What follows belongs to an exercise in optimizing a design on an open flow for small area, a short achievable clock period and few clock cycles; a production flow would make more cautious choices.
RTL that was checked went through simulation tests only; none was proved equivalent to the original.

==> raven: inputs <==
==> flow/design.v <==
module ascii_line_rx (
    input  wire        clk,
    input  wire        rst,
    input  wire        in_valid,
    input  wire [7:0]  in_data,
    output wire        in_ready,
    output wire        out_valid,
    input  wire        out_ready,
    output wire        out_head,
    output wire        out_last,
    output wire [2:0]  out_status,
    output wire [7:0]  out_src,
    output wire [7:0]  out_dst,
    output wire [3:0]  out_prio,
    output wire [23:0] out_pgn,
    output wire [7:0]  out_plen,
    output wire [7:0]  out_data
);
    localparam integer LINE_CAP = 300;
    localparam integer HDR_LEN  = 24;
    localparam integer FIFO_CAP = 136;    
    localparam [7:0]   MARKER   = 8'h41;  
    localparam [7:0]   TERM     = 8'h0A;  
    function [3:0] hexval(input [7:0] c);
        begin
            if (c >= 8'h30 && c <= 8'h39)
                hexval = c[3:0];
            else if ((c >= 8'h41 && c <= 8'h46) || (c >= 8'h61 && c <= 8'h66))
                hexval = c[3:0] + 4'd9;
            else
                hexval = 4'd0;
        end
    endfunction
    reg       rdy;
    reg       av, bv;
    reg [5:0] ad, bd;
    assign in_ready = rdy;
    wire       in_fire = in_valid && rdy;
    wire [5:0] in_code = {in_data == TERM, in_data == MARKER, hexval(in_data)};
    wire       a_term = ad[5];
    wire       a_mark = ad[4];
    wire [3:0] a_hex  = ad[3:0];
    reg  [8:0]  n;         
    reg         f_nz;      
    reg         f_cap;     
    reg         f_hdr;     
    reg         f_pay;     
    reg         f_pe;      
    reg         f_po;      
    reg         mk;        
    reg  [39:0] hdr;       
    reg  [3:0]  hi;        
    reg         wv;        
    reg  [7:0]  wb;
    reg         pend;      
    reg  [1:0]  pst;       
    reg  [7:0]  pplen;     
    reg         hv;
    reg  [1:0]  h_st;
    reg  [39:0] h_hdr;
    reg  [7:0]  h_plen;
    reg  [7:0]  mem [0:FIFO_CAP-1];
    localparam integer LANES  = 12;
    localparam integer GROUPS = (FIFO_CAP + LANES) / LANES;
    reg  [LANES-1:0]  occ_l;
    reg  [GROUPS-1:0] occ_g;
    reg         full;      
    reg         wdr;       
    wire wr_pos = !a_term && f_po && mk;
    wire block = (pend && a_term && f_nz) ||
                 (pend && !a_term && f_hdr) ||
                 (wr_pos && wv && full);
    wire proc    = av && !block;
    wire take    = proc && !a_term && f_cap;
    wire lineend = proc && a_term && f_nz;
    wire a_free  = !av || !block;
    wire hload   = pend && !hv;
    wire [7:0] plen_n = n[8:1] - 8'd12;
    wire [1:0] st_end = !mk ? 2'd1 : (!f_pay ? 2'd2 : 2'd0);
    always @(posedge clk) begin
        if (a_free)
            ad <= bv ? bd : in_code;
        if (in_fire)
            bd <= in_code;
    end
    always @(posedge clk) begin
        if (rst) begin
            av  <= 1'b0;
            bv  <= 1'b0;
            rdy <= 1'b1;
        end else begin
            if (a_free) begin
                av  <= bv || in_fire;
                bv  <= 1'b0;
                rdy <= 1'b1;
            end else begin
                bv  <= bv || in_fire;
                rdy <= !(bv || in_fire);
            end
        end
    end
    always @(posedge clk) begin
        if (take && f_hdr)
            hdr <= {hdr[35:0], a_hex};
        if (take && f_pe)
            hi <= a_hex;
        if (proc && wr_pos)
            wb <= {hi, a_hex};
        if (wdr) begin : shift
            integer i;
            for (i = FIFO_CAP - 1; i > 0; i = i - 1)
                mem[i] <= mem[i - 1];
            mem[0] <= wb;
        end
        if (lineend) begin
            pst   <= st_end;
            pplen <= (st_end == 2'd0) ? plen_n : 8'd0;
        end
        if (take && !f_nz)
            mk <= a_mark;
        if (hload) begin
            h_st   <= pst;
            h_hdr  <= hdr;
            h_plen <= pplen;
        end
    end
    reg [7:0] oldest;
    always @(*) begin : rdmux
        integer g, l;
        oldest = 8'd0;
        for (g = 0; g < GROUPS; g = g + 1)
            for (l = 0; l < LANES; l = l + 1)
                if (g * LANES + l >= 1 && g * LANES + l <= FIFO_CAP)
                    oldest = oldest | ({8{occ_g[g] & occ_l[l]}} & mem[g * LANES + l - 1]);
    end
    wire empty = occ_g[0] & occ_l[0];
    reg        fv;         
    reg  [7:0] fd;
    reg  [7:0] rem;        
    reg        hsent;      
    reg        ov, oh, ol;
    reg  [7:0] od;
    reg        sv, sh, sl;
    reg  [7:0] sd;
    wire g_pay  = (rem != 8'd0) && fv;
    wire g_head = (rem == 8'd0) && hv && !hsent;
    wire uv     = !sv && (g_pay || g_head);     
    wire uh     = !g_pay;
    wire ul     = g_pay ? (rem == 8'd1) : (h_plen == 8'd0);
    wire f_pop  = !sv && g_pay;
    wire f_ld   = (!fv || f_pop) && !empty;     
    wire rd     = f_ld;
    wire o_take = !ov || out_ready;
    wire wv_nx   = (proc && wr_pos) || (wv && !wdr);
    wire full_nx = (wdr && !rd) ? (occ_g[(FIFO_CAP - 1) / LANES] & occ_l[(FIFO_CAP - 1) % LANES]) :
                   (!wdr && rd) ? 1'b0 : full;
    always @(posedge clk) begin
        if (f_ld)
            fd <= oldest;
        if (o_take) begin
            oh <= sv ? sh : uh;
            ol <= sv ? sl : ul;
            od <= sv ? sd : fd;
        end
        if (!o_take && uv) begin
            sh <= uh;
            sl <= ul;
            sd <= fd;
        end
    end
    always @(posedge clk) begin
        if (rst) begin
            n     <= 9'd0;
            f_nz  <= 1'b0;
            f_cap <= 1'b1;
            f_hdr <= 1'b0;
            f_pay <= 1'b0;
            f_pe  <= 1'b0;
            f_po  <= 1'b0;
            wv    <= 1'b0;
            wdr   <= 1'b0;
            occ_l <= {{(LANES-1){1'b0}}, 1'b1};
            occ_g <= {{(GROUPS-1){1'b0}}, 1'b1};
            full  <= 1'b0;
            pend  <= 1'b0;
            hv    <= 1'b0;
            hsent <= 1'b0;
            fv    <= 1'b0;
            rem   <= 8'd0;
            ov    <= 1'b0;
            sv    <= 1'b0;
        end else begin
            if (proc && a_term) begin
                n     <= 9'd0;
                f_nz  <= 1'b0;
                f_cap <= 1'b1;
                f_hdr <= 1'b0;
                f_pay <= 1'b0;
                f_pe  <= 1'b0;
                f_po  <= 1'b0;
            end else if (take) begin
                n     <= n + 9'd1;
                f_nz  <= 1'b1;
                f_cap <= (n < LINE_CAP - 1);
                f_hdr <= (n >= 9'd11 && n <= 9'd15) || (n >= 9'd17 && n <= 9'd21);
                f_pay <= (n >= HDR_LEN - 1);
                f_pe  <= (n >= HDR_LEN - 1) && (n < LINE_CAP - 1) && n[0];
                f_po  <= (n >= HDR_LEN - 1) && (n < LINE_CAP - 1) && !n[0];
            end
            wv   <= wv_nx;
            full <= full_nx;
            wdr  <= wv_nx && !full_nx;
            case ({wdr, rd})
                2'b10: begin
                    occ_l <= {occ_l[LANES-2:0], occ_l[LANES-1]};
                    if (occ_l[LANES-1])
                        occ_g <= {occ_g[GROUPS-2:0], 1'b0};
                end
                2'b01: begin
                    occ_l <= {occ_l[0], occ_l[LANES-1:1]};
                    if (occ_l[0])
                        occ_g <= {1'b0, occ_g[GROUPS-1:1]};
                end
                default: ;
            endcase
            if (lineend)
                pend <= 1'b1;
            else if (hload)
                pend <= 1'b0;
            if (hload)
                hv <= 1'b1;
            else if (ov && oh && out_ready)
                hv <= 1'b0;
            if (f_ld)
                fv <= 1'b1;
            else if (f_pop)
                fv <= 1'b0;
            if (uv) begin
                if (g_pay)
                    rem <= rem - 8'd1;
                else
                    rem <= h_plen;
            end
            if (uv && g_head)
                hsent <= 1'b1;
            else if (ov && oh && out_ready)
                hsent <= 1'b0;
            if (o_take) begin
                ov <= sv || uv;
                sv <= 1'b0;
            end else if (uv) begin
                sv <= 1'b1;
            end
        end
    end
    assign out_valid  = ov;
    assign out_head   = oh;
    assign out_last   = ol;
    assign out_status = {1'b0, h_st};
    assign out_src    = h_hdr[39:32];
    assign out_dst    = h_hdr[31:24];
    assign out_prio   = h_hdr[23:20];
    assign out_pgn    = {4'd0, h_hdr[19:0]};
    assign out_plen   = h_plen;
    assign out_data   = od;
endmodule
==> flow/run.sh <==
#!/bin/bash
# synth_recipe.tcl (not shown) runs the flow's synth.tcl, then flattens the netlist and writes it again
# the make line also repeats each setting of config.mk as NAME=value (left out here)
make -C /OpenROAD-flow-scripts/flow DESIGN_CONFIG=/design/flow/config.mk WORK_HOME=/design/flow/orfs CLKGATE_MAP_FILE= SYNTH_SCRIPT=/design/flow/synth_recipe.tcl finish
==> flow/config.mk <==
export PLATFORM = sky130hd
export DESIGN_NAME = ascii_line_rx
export DESIGN_NICKNAME = ascii_line_rx
export VERILOG_FILES = /design/flow/design.v
export SDC_FILE = /design/flow/constraint.sdc
export NUM_CORES = 4
export LEC_CHECK = 0
export CAP_MARGIN = 20
export CORE_MARGIN = 2
export CORE_UTILIZATION = 65
export CTS_BUF_LIST = sky130_fd_sc_hd__clkbuf_16
export CTS_CLUSTER_DIAMETER = 80
export CTS_CLUSTER_SIZE = 24
export GPL_ROUTABILITY_DRIVEN = 1
export PLACE_DENSITY = 0.75
export SETUP_SLACK_MARGIN = 4.4
export SLEW_MARGIN = 20
export TNS_END_PERCENT = 0
==> flow/constraint.sdc <==
create_clock -name core_clock -period 7.0 [get_ports {clk}]
set_input_delay 1.4000 -clock core_clock [delete_from_list [all_inputs] [get_ports {clk}]]
set_output_delay 1.4000 -clock core_clock [all_outputs]
set_load 0.01 [all_outputs]
==> inputs of cedar, as changes to raven <==
--- a/flow/design.v
+++ b/flow/design.v
@@ -35,9 +35,8 @@
     reg       av, bv;
-    reg [5:0] ad, bd;
+    reg [7:0] ad, bd;
     assign in_ready = rdy;
     wire       in_fire = in_valid && rdy;
-    wire [5:0] in_code = {in_data == TERM, in_data == MARKER, hexval(in_data)};
-    wire       a_term = ad[5];
-    wire       a_mark = ad[4];
-    wire [3:0] a_hex  = ad[3:0];
+    wire       a_term = (ad == TERM);
+    wire       a_mark = (ad == MARKER);
+    wire [3:0] a_hex  = hexval(ad);
     reg  [8:0]  n;         
@@ -66,2 +65,4 @@
     reg  [GROUPS-1:0] occ_g;
+    reg  [LANES-1:0]  occ_ln;
+    reg  [GROUPS-1:0] occ_gn;
     reg         full;      
@@ -81,5 +82,5 @@
         if (a_free)
-            ad <= bv ? bd : in_code;
+            ad <= bv ? bd : in_data;
         if (in_fire)
-            bd <= in_code;
+            bd <= in_data;
     end
@@ -133,3 +134,4 @@
                 if (g * LANES + l >= 1 && g * LANES + l <= FIFO_CAP)
-                    oldest = oldest | ({8{occ_g[g] & occ_l[l]}} & mem[g * LANES + l - 1]);
+                    oldest = oldest | {{4{~(occ_gn[g] | occ_ln[l])}} & mem[g * LANES + l - 1][7:4],
+                                       {4{occ_g[g] & occ_l[l]}} & mem[g * LANES + l - 1][3:0]};
     end
@@ -183,2 +185,4 @@
             occ_g <= {{(GROUPS-1){1'b0}}, 1'b1};
+            occ_ln <= ~{{(LANES-1){1'b0}}, 1'b1};
+            occ_gn <= ~{{(GROUPS-1){1'b0}}, 1'b1};
             full  <= 1'b0;
@@ -215,4 +219,7 @@
                     occ_l <= {occ_l[LANES-2:0], occ_l[LANES-1]};
+                    occ_ln <= {occ_ln[LANES-2:0], occ_ln[LANES-1]};
                     if (occ_l[LANES-1])
                         occ_g <= {occ_g[GROUPS-2:0], 1'b0};
+                    if (!occ_ln[LANES-1])
+                        occ_gn <= {occ_gn[GROUPS-2:0], 1'b1};
                 end
@@ -220,4 +227,7 @@
                     occ_l <= {occ_l[0], occ_l[LANES-1:1]};
+                    occ_ln <= {occ_ln[0], occ_ln[LANES-1:1]};
                     if (occ_l[0])
                         occ_g <= {1'b0, occ_g[GROUPS-1:1]};
+                    if (!occ_ln[0])
+                        occ_gn <= {1'b1, occ_gn[GROUPS-1:1]};
                 end
CORE_UTILIZATION = 50   (was 65)
PLACE_DENSITY = 0.6   (was 0.75)
==> inputs of pepper, as changes to raven <==
==> flow/design.v, changed modules only <==
module ascii_line_rx (
    input  wire        clk,
    input  wire        rst,
    input  wire        in_valid,
    input  wire [7:0]  in_data,
    output wire        in_ready,
    output wire        out_valid,
    input  wire        out_ready,
    output wire        out_head,
    output wire        out_last,
    output wire [2:0]  out_status,
    output wire [7:0]  out_src,
    output wire [7:0]  out_dst,
    output wire [3:0]  out_prio,
    output wire [23:0] out_pgn,
    output wire [7:0]  out_plen,
    output wire [7:0]  out_data
);
    localparam integer LINE_CAP = 300;
    localparam integer HDR_LEN  = 24;
    localparam integer FIFO_CAP = 137;    
    localparam [7:0]   MARKER   = 8'h41;  
    localparam [7:0]   TERM     = 8'h0A;  
    function [3:0] hexval(input [7:0] c);
        begin
            if (c >= 8'h30 && c <= 8'h39)
                hexval = c[3:0];
            else if ((c >= 8'h41 && c <= 8'h46) || (c >= 8'h61 && c <= 8'h66))
                hexval = c[3:0] + 4'd9;
            else
                hexval = 4'd0;
        end
    endfunction
    reg       rdy;
    reg       av, bv;
    reg [5:0] ad, bd;
    assign in_ready = rdy;
    wire       in_fire = in_valid && rdy;
    wire [5:0] in_code = {in_data == TERM, in_data == MARKER, hexval(in_data)};
    wire       a_term = ad[5];
    wire       a_mark = ad[4];
    wire [3:0] a_hex  = ad[3:0];
    reg  [8:0]  n;         
    reg         f_nz;      
    reg         f_cap;     
    reg         f_hdr;     
    reg         f_pay;     
    reg         f_pe;      
    reg         f_po;      
    reg         mk;        
    reg  [39:0] hdr;       
    reg  [3:0]  hi;        
    reg         wv;        
    reg  [7:0]  wb;
    reg         pend;      
    reg  [1:0]  pst;       
    reg  [7:0]  pplen;     
    reg         hv;
    reg  [1:0]  h_st;
    reg  [39:0] h_hdr;
    reg  [7:0]  h_plen;
    reg  [7:0]  mem [0:FIFO_CAP-1];
    localparam integer LANES  = 12;
    localparam integer GROUPS = (FIFO_CAP + LANES) / LANES;
    reg  [LANES-1:0]  occ_l;
    reg  [GROUPS-1:0] occ_g;
    reg         full;      
    wire wr_pos = !a_term && f_po && mk;
    wire wdr    = wv && !full;           
    wire block = (pend && a_term && f_nz) ||
                 (pend && !a_term && f_hdr) ||
                 (wr_pos && wv && full);
    wire proc    = av && !block;
    wire take    = proc && !a_term && f_cap;
    wire lineend = proc && a_term && f_nz;
    wire a_free  = !av || !block;
    wire hload   = pend && !hv;
    wire [7:0] plen_n = n[8:1] - 8'd12;
    wire [1:0] st_end = !mk ? 2'd1 : (!f_pay ? 2'd2 : 2'd0);
    always @(posedge clk) begin
        if (a_free)
            ad <= bv ? bd : in_code;
        if (in_fire)
            bd <= in_code;
    end
    always @(posedge clk) begin
        if (rst) begin
            av  <= 1'b0;
            bv  <= 1'b0;
            rdy <= 1'b1;
        end else begin
            if (a_free) begin
                av  <= bv || in_fire;
                bv  <= 1'b0;
                rdy <= 1'b1;
            end else begin
                bv  <= bv || in_fire;
                rdy <= !(bv || in_fire);
            end
        end
    end
    always @(posedge clk) begin
        if (take && f_hdr)
            hdr <= {hdr[35:0], a_hex};
        if (take && f_pe)
            hi <= a_hex;
        if (proc && wr_pos)
            wb <= {hi, a_hex};
        if (wdr) begin : shift
            integer i;
            for (i = FIFO_CAP - 1; i > 0; i = i - 1)
                mem[i] <= mem[i - 1];
            mem[0] <= wb;
        end
        if (lineend) begin
            pst   <= st_end;
            pplen <= (st_end == 2'd0) ? plen_n : 8'd0;
        end
        if (take && !f_nz)
            mk <= a_mark;
        if (hload) begin
            h_st   <= pst;
            h_hdr  <= hdr;
            h_plen <= pplen;
        end
    end
    reg        ov, oh, ol;
    reg  [7:0] rem;        
    reg  [7:0] dout;
    wire adv     = !ov || out_ready;        
    wire more    = ov && !ol;               
    wire ld_pay  = adv && more;
    wire ld_head = adv && !more && hv && !oh;
    reg [7:0] oldest;
    always @(*) begin : rdmux
        integer g, l;
        oldest = 8'd0;
        for (g = 0; g < GROUPS; g = g + 1)
            for (l = 0; l < LANES; l = l + 1)
                if (g * LANES + l >= 1 && g * LANES + l <= FIFO_CAP)
                    oldest = oldest | ({8{occ_g[g] & occ_l[l]}} & mem[g * LANES + l - 1]);
    end
    always @(posedge clk) begin
        if (ld_pay)
            dout <= oldest;
    end
    always @(posedge clk) begin
        if (rst) begin
            n     <= 9'd0;
            f_nz  <= 1'b0;
            f_cap <= 1'b1;
            f_hdr <= 1'b0;
            f_pay <= 1'b0;
            f_pe  <= 1'b0;
            f_po  <= 1'b0;
            wv    <= 1'b0;
            occ_l <= {{(LANES-1){1'b0}}, 1'b1};
            occ_g <= {{(GROUPS-1){1'b0}}, 1'b1};
            full  <= 1'b0;
            pend  <= 1'b0;
            hv    <= 1'b0;
            ov    <= 1'b0;
            oh    <= 1'b0;
            ol    <= 1'b0;
            rem   <= 8'd0;
        end else begin
            if (proc && a_term) begin
                n     <= 9'd0;
                f_nz  <= 1'b0;
                f_cap <= 1'b1;
                f_hdr <= 1'b0;
                f_pay <= 1'b0;
                f_pe  <= 1'b0;
                f_po  <= 1'b0;
            end else if (take) begin
                n     <= n + 9'd1;
                f_nz  <= 1'b1;
                f_cap <= (n < LINE_CAP - 1);
                f_hdr <= (n >= 9'd11 && n <= 9'd15) || (n >= 9'd17 && n <= 9'd21);
                f_pay <= (n >= HDR_LEN - 1);
                f_pe  <= (n >= HDR_LEN - 1) && (n < LINE_CAP - 1) && n[0];
                f_po  <= (n >= HDR_LEN - 1) && (n < LINE_CAP - 1) && !n[0];
            end
            if (proc && wr_pos)
                wv <= 1'b1;
            else if (wdr)
                wv <= 1'b0;
            case ({wdr, ld_pay})
                2'b10: begin
                    occ_l <= {occ_l[LANES-2:0], occ_l[LANES-1]};
                    if (occ_l[LANES-1])
                        occ_g <= {occ_g[GROUPS-2:0], 1'b0};
                    full <= occ_g[(FIFO_CAP - 1) / LANES] & occ_l[(FIFO_CAP - 1) % LANES];
                end
                2'b01: begin
                    occ_l <= {occ_l[0], occ_l[LANES-1:1]};
                    if (occ_l[0])
                        occ_g <= {1'b0, occ_g[GROUPS-1:1]};
                    full <= 1'b0;
                end
                default: ;
            endcase
            if (lineend)
                pend <= 1'b1;
            else if (hload)
                pend <= 1'b0;
            if (hload)
                hv <= 1'b1;
            else if (ov && oh && out_ready)
                hv <= 1'b0;
            if (ld_pay) begin
                ov  <= 1'b1;
                oh  <= 1'b0;
                ol  <= (rem == 8'd1);
                rem <= rem - 8'd1;
            end else if (ld_head) begin
                ov  <= 1'b1;
                oh  <= 1'b1;
                ol  <= (h_plen == 8'd0);
                rem <= h_plen;
            end else if (adv) begin
                ov  <= 1'b0;
                oh  <= 1'b0;
            end
        end
    end
    assign out_valid  = ov;
    assign out_head   = oh;
    assign out_last   = ol;
    assign out_status = {1'b0, h_st};
    assign out_src    = h_hdr[39:32];
    assign out_dst    = h_hdr[31:24];
    assign out_prio   = h_hdr[23:20];
    assign out_pgn    = {4'd0, h_hdr[19:0]};
    assign out_plen   = h_plen;
    assign out_data   = dout;
endmodule
CORE_UTILIZATION = 50   (was 65)
CTS_CLUSTER_SIZE = 30   (was 24)
PLACE_DENSITY = 0.6   (was 0.75)
==> inputs of sierra, as changes to raven <==
==> flow/design.v, changed modules only <==
module ascii_line_rx (
    input  wire        clk,
    input  wire        rst,
    input  wire        in_valid,
    input  wire [7:0]  in_data,
    output wire        in_ready,
    output wire        out_valid,
    input  wire        out_ready,
    output wire        out_head,
    output wire        out_last,
    output wire [2:0]  out_status,
    output wire [7:0]  out_src,
    output wire [7:0]  out_dst,
    output wire [3:0]  out_prio,
    output wire [23:0] out_pgn,
    output wire [7:0]  out_plen,
    output wire [7:0]  out_data
);
    localparam integer LINE_CAP = 300;
    localparam integer HDR_LEN  = 24;
    localparam integer FIFO_CAP = 138;    
    localparam [7:0]   MARKER   = 8'h41;  
    localparam [7:0]   TERM     = 8'h0A;  
    function [3:0] hexval(input [7:0] c);
        begin
            if (c >= 8'h30 && c <= 8'h39)
                hexval = c[3:0];
            else if ((c >= 8'h41 && c <= 8'h46) || (c >= 8'h61 && c <= 8'h66))
                hexval = c[3:0] + 4'd9;
            else
                hexval = 4'd0;
        end
    endfunction
    reg       rdy;
    reg       av, bv;
    reg [5:0] ad, bd;
    assign in_ready = rdy;
    wire       in_fire = in_valid && rdy;
    wire [5:0] in_code = {in_data == TERM, in_data == MARKER, hexval(in_data)};
    wire       a_term = ad[5];
    wire       a_mark = ad[4];
    wire [3:0] a_hex  = ad[3:0];
    reg  [8:0]  n;         
    reg         f_nz;      
    reg         f_cap;     
    reg         f_hdr;     
    reg         f_pay;     
    reg         f_pe;      
    reg         f_po;      
    reg         mk;        
    reg  [39:0] hdr;       
    reg  [3:0]  hi;        
    reg         wv;        
    reg  [7:0]  wb;
    reg         pend;      
    reg  [1:0]  pst;       
    reg  [7:0]  pplen;     
    reg         hv;
    reg  [1:0]  h_st;
    reg  [39:0] h_hdr;
    reg  [7:0]  h_plen;
    reg  [7:0]  mem [0:FIFO_CAP-1];
    localparam integer LANES  = 12;
    localparam integer GROUPS = (FIFO_CAP + LANES) / LANES;
    reg  [LANES-1:0]  occ_l;
    reg  [GROUPS-1:0] occ_g;
    reg         full;      
    wire wr_pos = !a_term && f_po && mk;
    wire wdr    = wv && !full;           
    wire block = (pend && a_term && f_nz) ||
                 (pend && !a_term && f_hdr) ||
                 (wr_pos && wv && full);
    wire proc    = av && !block;
    wire take    = proc && !a_term && f_cap;
    wire lineend = proc && a_term && f_nz;
    wire a_free  = !av || !block;
    wire hload   = pend && !hv;
    wire [7:0] plen_n = n[8:1] - 8'd12;
    wire [1:0] st_end = !mk ? 2'd1 : (!f_pay ? 2'd2 : 2'd0);
    always @(posedge clk) begin
        if (a_free)
            ad <= bv ? bd : in_code;
        if (in_fire)
            bd <= in_code;
    end
    always @(posedge clk) begin
        if (rst) begin
            av  <= 1'b0;
            bv  <= 1'b0;
            rdy <= 1'b1;
        end else begin
            if (a_free) begin
                av  <= bv || in_fire;
                bv  <= 1'b0;
                rdy <= 1'b1;
            end else begin
                bv  <= bv || in_fire;
                rdy <= !(bv || in_fire);
            end
        end
    end
    always @(posedge clk) begin
        if (take && f_hdr)
            hdr <= {hdr[35:0], a_hex};
        if (take && f_pe)
            hi <= a_hex;
        if (proc && wr_pos)
            wb <= {hi, a_hex};
        if (wdr) begin : shift
            integer i;
            for (i = FIFO_CAP - 1; i > 0; i = i - 1)
                mem[i] <= mem[i - 1];
            mem[0] <= wb;
        end
        if (lineend) begin
            pst   <= st_end;
            pplen <= (st_end == 2'd0) ? plen_n : 8'd0;
        end
        if (take && !f_nz)
            mk <= a_mark;
        if (hload) begin
            h_st   <= pst;
            h_hdr  <= hdr;
            h_plen <= pplen;
        end
    end
    reg        ov, oh, ol;
    reg  [7:0] rem;        
    reg  [7:0] dout;
    wire adv     = !ov || out_ready;        
    wire more    = ov && !ol;               
    wire ld_pay  = adv && more;
    wire ld_head = adv && !more && hv && !oh;
    reg [7:0] oldest;
    always @(*) begin : rdmux
        integer g, l;
        oldest = 8'd0;
        for (g = 0; g < GROUPS; g = g + 1)
            for (l = 0; l < LANES; l = l + 1)
                if (g * LANES + l >= 1 && g * LANES + l <= FIFO_CAP)
                    oldest = oldest | ({8{occ_g[g] & occ_l[l]}} & mem[g * LANES + l - 1]);
    end
    always @(posedge clk) begin
        if (ld_pay)
            dout <= oldest;
    end
    always @(posedge clk) begin
        if (rst) begin
            n     <= 9'd0;
            f_nz  <= 1'b0;
            f_cap <= 1'b1;
            f_hdr <= 1'b0;
            f_pay <= 1'b0;
            f_pe  <= 1'b0;
            f_po  <= 1'b0;
            wv    <= 1'b0;
            occ_l <= {{(LANES-1){1'b0}}, 1'b1};
            occ_g <= {{(GROUPS-1){1'b0}}, 1'b1};
            full  <= 1'b0;
            pend  <= 1'b0;
            hv    <= 1'b0;
            ov    <= 1'b0;
            oh    <= 1'b0;
            ol    <= 1'b0;
            rem   <= 8'd0;
        end else begin
            if (proc && a_term) begin
                n     <= 9'd0;
                f_nz  <= 1'b0;
                f_cap <= 1'b1;
                f_hdr <= 1'b0;
                f_pay <= 1'b0;
                f_pe  <= 1'b0;
                f_po  <= 1'b0;
            end else if (take) begin
                n     <= n + 9'd1;
                f_nz  <= 1'b1;
                f_cap <= (n < LINE_CAP - 1);
                f_hdr <= (n >= 9'd11 && n <= 9'd15) || (n >= 9'd17 && n <= 9'd21);
                f_pay <= (n >= HDR_LEN - 1);
                f_pe  <= (n >= HDR_LEN - 1) && (n < LINE_CAP - 1) && n[0];
                f_po  <= (n >= HDR_LEN - 1) && (n < LINE_CAP - 1) && !n[0];
            end
            if (proc && wr_pos)
                wv <= 1'b1;
            else if (wdr)
                wv <= 1'b0;
            case ({wdr, ld_pay})
                2'b10: begin
                    occ_l <= {occ_l[LANES-2:0], occ_l[LANES-1]};
                    if (occ_l[LANES-1])
                        occ_g <= {occ_g[GROUPS-2:0], 1'b0};
                    full <= occ_g[(FIFO_CAP - 1) / LANES] & occ_l[(FIFO_CAP - 1) % LANES];
                end
                2'b01: begin
                    occ_l <= {occ_l[0], occ_l[LANES-1:1]};
                    if (occ_l[0])
                        occ_g <= {1'b0, occ_g[GROUPS-1:1]};
                    full <= 1'b0;
                end
                default: ;
            endcase
            if (lineend)
                pend <= 1'b1;
            else if (hload)
                pend <= 1'b0;
            if (hload)
                hv <= 1'b1;
            else if (ov && oh && out_ready)
                hv <= 1'b0;
            if (ld_pay) begin
                ov  <= 1'b1;
                oh  <= 1'b0;
                ol  <= (rem == 8'd1);
                rem <= rem - 8'd1;
            end else if (ld_head) begin
                ov  <= 1'b1;
                oh  <= 1'b1;
                ol  <= (h_plen == 8'd0);
                rem <= h_plen;
            end else if (adv) begin
                ov  <= 1'b0;
                oh  <= 1'b0;
            end
        end
    end
    assign out_valid  = ov;
    assign out_head   = oh;
    assign out_last   = ol;
    assign out_status = {1'b0, h_st};
    assign out_src    = h_hdr[39:32];
    assign out_dst    = h_hdr[31:24];
    assign out_prio   = h_hdr[23:20];
    assign out_pgn    = {4'd0, h_hdr[19:0]};
    assign out_plen   = h_plen;
    assign out_data   = dout;
endmodule
CORE_UTILIZATION = 50   (was 65)
CTS_BUF_LIST = sky130_fd_sc_hd__clkbuf_8   (was sky130_fd_sc_hd__clkbuf_16)
CTS_CLUSTER_DIAMETER = unset   (was 80)
CTS_CLUSTER_SIZE = 30   (was 24)
PLACE_DENSITY = 0.6   (was 0.75)
SETUP_SLACK_MARGIN = 3.9   (was 4.4)
TNS_END_PERCENT = unset   (was 0)
==> summary of the runs <==
Between raven and pepper, the lower first-iteration DRC count is in pepper (gap 21%, measured against pepper).
In critical path depth, pepper and raven do not differ.
In sierra the count of clock-buffer cells in the layout is higher than in raven, by 142.
The lowest final cell count belongs to raven, the highest to sierra.
In raven the synthesized area is higher than in pepper, by about 1.4%.
Flip-flop and latch count: cedar > raven > sierra > pepper.
Sequential share of layout area, highest first: raven, pepper, cedar, sierra.
Synthesized cell count: sierra is larger than pepper (2.0%).
In raven the die area is smaller than in sierra, by 23%.
Wire length: raven < sierra < pepper < cedar.
==> figures <==
|  | pepper | sierra | cedar | raven |
|---|---|---|---|---|
| Status | finished clean | finished clean | finished clean | finished clean |
| Share of cell area taken by muxes after synthesis | 0.00444 | 0.00580 | 0.0110 | 0.00717 |
| Number of non-filler instances in the completed layout | 4112 | 4415 | 4374 | 3858 |
| Y dimension of the die | 312 µm | 314 µm | 319 µm | 276 µm |
| Largest driver fanout on the critical path | 48 | 41 | 12 | 39 |
| Non-clock buffer contribution to total cell area | 0.0322 | 0.0213 | 0.0288 | 0.0292 |
| Number of iterations in the first detailed-routing pass | 10 | 9 | 6 | 10 |
| Average cell area after synthesis | 16.9 µm² | 16.8 µm² | 16.6 µm² | 16.8 µm² |
| Post-synthesis share of cell area spent on and, or, nand and nor gates | 0.0557 | 0.0603 | 0.0572 | 0.0562 |
| Wire length the detailed router placed on met1 | 53100 µm | 52100 µm | 53300 µm | 44700 µm |
| Clock latency at the later pin of the worst-skew pair | 0.69 ns | 0.89 ns | 0.70 ns | 0.68 ns |
| Number of nets in the final layout | 2856 | 3014 | 3059 | 2898 |
| Max rail drop VDD | 0.000180 V | 0.000184 V | 0.000197 V | 0.000305 V |
| Startpoint of the lowest-slack register-to-register path | occ_l[10] | occ_g[1] | occ_ln[0] | occ_l[2] |
| Multi-input gates | 1289 | 1333 | 1423 | 1313 |
| Largest incremental delay on the critical path | 0.48 ns | 0.59 ns | 0.50 ns | 0.56 ns |
| Final worst-path setup slack | 4.13 ns | 3.89 ns | 3.97 ns | 4.19 ns |
| End point of the critical path | dout[0] | dout[1] | fd[6] | fd[7] |
| Number of buffers inserted by post-CTS setup repair | 13 | 5 | 10 | 6 |
| Number of instances resized during post-cts repair | 125 | 79 | 124 | 106 |
| Final period utilization | 0.410 | 0.444 | 0.433 | 0.402 |
Testbench counts of raven, summed over its fixed seeds: cycles 29,874.
Testbench counts of pepper, summed over its fixed seeds: cycles 29,874.
Function not checked in cedar and sierra: the RTL went through the layout flow alone.

==> static timing again, ports no longer ideal <==
How much do the figures lean on ideal ports? The routed layouts below were timed once more, with nothing changed but the port constraints. Step 1: set_driving_cell puts a clkbuf_16 on clk and a buf_2 on each other input, an assumption about the parent block. Step 2 times the ports against the registers' clock, not the clock port: input delays grow and output delays shrink by t, the midpoint of the rising clock arrivals with the driver on. Slacks: ideal ports / drivers / drivers and shift; pairs: ideal ports / drivers.
| run | t (ns) | setup slack, ns | worst setup path at the end | worst slew at a driven data input, ns | pins driven straight from the clock port |
|---|---|---|---|---|---|
| raven | 0.739 | 4.188 / 4.155 / 3.527 | input to register | 0.04 | 1 |
| cedar | 0.752 | 3.967 / 3.967 / 3.615 | input to register | 0.07 | 1 |
| pepper | 0.748 | 4.129 / 4.129 / 3.491 | input to register | 0.04 | 1 |
| sierra | 0.944 | 3.890 / 3.890 / 3.094 | input to register | 0.03 | 1 |
After both steps every run listed still meets setup and hold. For sierra, which loses most, drivers alone change the setup slack by 0.000 ns; drivers and shift together by -0.796 ns.
